What follows belongs to an exercise in optimizing a design on an open flow for small area, a short achievable clock period and few clock cycles; a production flow would make more cautious choices. Only simulation tests tie the RTL to the original design; equivalence was not proved. Power figures rest on the tool's default switching activity, not on a simulated workload.

## run 1
// jvs_relay
module jvs_relay (
    input  wire       clk,
    input  wire       rst,
    input  wire       host_rx_valid,
    input  wire [7:0] host_rx_data,
    output wire       host_rx_ready,
    output wire       host_tx_valid,
    output wire [7:0] host_tx_data,
    input  wire       host_tx_ready,
    input  wire       host_tx_idle,
    input  wire       bus_rx_valid,
    input  wire [7:0] bus_rx_data,
    output wire       bus_rx_ready,
    output wire       bus_tx_valid,
    output wire [7:0] bus_tx_data,
    input  wire       bus_tx_ready,
    input  wire       bus_tx_idle,
    output reg        bus_dir,
    input  wire       bus_sense,
    output reg        status,
    output reg        diag_req,
    output reg  [3:0] diag_code,
    input  wire       diag_done
);
For scale: about 4800 cells after synthesis, roughly 2300 flip-flops, roughly 53 I/O pins, roughly 59000 um^2 of cells after synthesis.
Settings: LEC_CHECK=0, ABC_AREA=1, CAP_MARGIN=20, CORE_MARGIN=2, CORE_UTILIZATION=70, CTS_CLUSTER_DIAMETER=55, CTS_CLUSTER_SIZE=35, SLEW_MARGIN=20, TNS_END_PERCENT=100; clock period 10.0 ns.
standard.sh (not shown) runs the stock make flow with config.mk's settings and CLKGATE_MAP_FILE= SYNTH_SCRIPT=/design/flow/synth_recipe.tcl, a recipe that flattens the netlist after the stock synthesis.
==> flow/flow/run.sh <==
#!/bin/bash
set -euo pipefail
bash standard.sh SETUP_SLACK_MARGIN=7 finish > standard_flow.log 2>&1
Run 1 did not stop at any stage, and its layout met the timing, design-rule and antenna checks.
Testbench counts of run 1, summed over its fixed seeds: cycles 33,493.
Setup changes, run 1 to run 2
- CTS_CLUSTER_SIZE changed from 35 to 30
- CTS_CLUSTER_DIAMETER changed from 55 to 50
- CORE_UTILIZATION changed from 70 to 40
- Going from run 1 to run 2, worst setup slack now sits lower, total via count after detailed routing went down 2.0%, share of the clock period used by the worst path picked up an extra 0.79 points.
- Changes observed in run 2 relative to run 1: final instance count without filler cells went up by 810, minimum clock period went up by 79 ps.
- Compared with run 1, run 2 shows a higher clock network contribution to total cell area.
- Depth of the CTS H-tree sits higher in run 2 than in run 1.
- | total wire length | run 2 vs run 1 | 2.1% lower |
Edits applied to the flow inputs when going from run 2 to run 3:
- changing CORE_UTILIZATION from 40 to 85
- changing CTS_CLUSTER_SIZE from 30 to 35
- changing CTS_CLUSTER_DIAMETER from 50 to 55
Run 3: aborted in 4_1_cts (tool error). On number of resized instances in the post-cts repair step: between run 3 and run 2, it ends up lower for run 2. Width of the die, run 3 vs run 2: down by more than a quarter. For the number of buffers inserted to repair setup after CTS, run 3 came in 41 higher than run 2 did. Run 3 against run 2: post-detailed-placement half-perimeter wirelength moved up, synthesized-area fraction occupied by adder cells level, instance count after placement with tap cells included moved down, post-placement cell area moved down, number of standard-cell rows in the floorplan moved down.

========
jvs_relay again, from the RTL that the note above started with.
==> flow/config.mk <==
export PLATFORM = sky130hd
export DESIGN_NAME = jvs_relay
export DESIGN_NICKNAME = jvs_relay
export VERILOG_FILES = /design/flow/design.v
export SDC_FILE = /design/flow/constraint.sdc
export NUM_CORES = 4
export LEC_CHECK = 0
export ABC_AREA = 1
export CAP_MARGIN = 20
export CORE_MARGIN = 2
export CORE_UTILIZATION = 75
export CTS_CLUSTER_DIAMETER = 45
export CTS_CLUSTER_SIZE = 28
export SLEW_MARGIN = 20
export TNS_END_PERCENT = 100
==> flow/constraint.sdc <==
create_clock -name core_clock -period 10.0 [get_ports {clk}]
set_input_delay 2.0000 -clock core_clock [delete_from_list [all_inputs] [get_ports {clk}]]
set_output_delay 2.0000 -clock core_clock [all_outputs]
set_load 0.01 [all_outputs]
Scripts as last shown in full above: flow/flow/run.sh
The starting point completed without violations.
Testbench counts at the start, summed over its fixed seeds: cycles 33,493.
Then changed:
==> flow/flow/run.sh (replaced) <==
#!/bin/bash
set -euo pipefail
bash standard.sh SETUP_SLACK_MARGIN=6.85 finish > standard_flow.log 2>&1
CORE_UTILIZATION = 40   (was 75)
CTS_CLUSTER_DIAMETER = 55   (was 45)
CTS_CLUSTER_SIZE = 35   (was 28)
Result: Wire length shrinks by about 16%. Worst setup slack got worse by 0.036 ns. Worst hold slack barely changes.

========
Setup of run B:
Starting RTL as in the previous note.
Design jvs_relay, start of the top module:
module jvs_relay (
    input  wire       clk,
    input  wire       rst,
    input  wire       host_rx_valid,
    input  wire [7:0] host_rx_data,
    output wire       host_rx_ready,
    output wire       host_tx_valid,
    output wire [7:0] host_tx_data,
    input  wire       host_tx_ready,
    input  wire       host_tx_idle,
    input  wire       bus_rx_valid,
    input  wire [7:0] bus_rx_data,
    output wire       bus_rx_ready,
    output wire       bus_tx_valid,
    output wire [7:0] bus_tx_data,
    input  wire       bus_tx_ready,
    input  wire       bus_tx_idle,
    output reg        bus_dir,
    input  wire       bus_sense,
    output reg        status,
    output reg        diag_req,
    output reg  [3:0] diag_code,
    input  wire       diag_done
);
    localparam [7:0] SYNC = 8'hE0;
    localparam [7:0] ESC  = 8'hD0;
    localparam integer LK = 3;
    localparam integer K  = 1 << LK;
    localparam integer LR = 8 - LK;
    localparam integer NR = 1 << LR;
    localparam integer Q  = 8;           
  ...
Settings: LEC_CHECK=0, ABC_AREA=1, CAP_MARGIN=20, CORE_MARGIN=2, CORE_UTILIZATION=60, CTS_CLUSTER_DIAMETER=55, CTS_CLUSTER_SIZE=35, SLEW_MARGIN=20, TNS_END_PERCENT=100; clock period 10.0 ns.
==> flow/flow/run.sh <==
#!/bin/bash
set -euo pipefail
bash standard.sh SETUP_SLACK_MARGIN=7 finish > standard_flow.log 2>&1
Testbench counts of run B, summed over its fixed seeds: cycles 33,493.
Relative to run B, the following input files were edited for run A:
# run B
export LEC_CHECK = 0
export ABC_AREA = 1
export CAP_MARGIN = 20
export CORE_MARGIN = 2
export CORE_UTILIZATION = 60
export CTS_CLUSTER_DIAMETER = 55
export CTS_CLUSTER_SIZE = 35
export SLEW_MARGIN = 20
export TNS_END_PERCENT = 100
create_clock -name core_clock -period 10.0 [get_ports {clk}]
# run A
export LEC_CHECK = 0
export ABC_AREA = 1
export CAP_MARGIN = 20
export CORE_MARGIN = 2
export CORE_UTILIZATION = 40
export CTS_CLUSTER_DIAMETER = 55
export CTS_CLUSTER_SIZE = 35
export SLEW_MARGIN = 20
export TNS_END_PERCENT = 100
create_clock -name core_clock -period 10.0 [get_ports {clk}]
==> comparison <==
[compare] base=run B new=run A: total power went down, largest net degree at the start of global routing went up. Summary — non-clock buffer count in the final layout, run A relative to run B: lower, by about 14%. On number of antenna cells inserted, the higher figure sits with run B, not run A. Relative to run B, largest clock skew in the final design has gone up in run A.

## afterwards: timing with drivers on the ports
In the flow no input, the clock included, has a driving cell. The finished layouts below were timed again as built, in two steps.
Step 1: set_driving_cell puts a clkbuf_16 on clk and a buf_2 on each other input, an assumption about the parent block.
Step 2, shift: input delay + t, output delay - t, t = (earliest + latest rising clock arrival at the registers) / 2. This alone moves slack from input paths to output paths.
a / b / c = ideal ports / drivers / drivers and shift; a / b = the first two.
run	shift t [ns]	slack for setup (ns)	worst setup path after step 2	worst register clock-pin slew, ns
run 1	0.760	6.834 / 6.764 / 6.301	input to register	0.12 / 0.12
run 2	0.847	6.755 / 6.681 / 6.253	input to register	0.10 / 0.10
the first run of note 2	0.825	6.788 / 6.717 / 6.219	input to register	0.13 / 0.13
the second run of note 2	0.865	6.752 / 6.673 / 6.099	input to register	0.12 / 0.12
run B	0.803	6.798 / 6.728 / 6.283	input to register	0.10 / 0.10
run A	0.824	6.770 / 6.694 / 6.285	input to register	0.12 / 0.12
After both steps setup and hold are still met in every run listed. The setup slack of the second run of note 2, which loses most, moves by -0.079 ns with the drivers and by -0.653 ns with both steps.
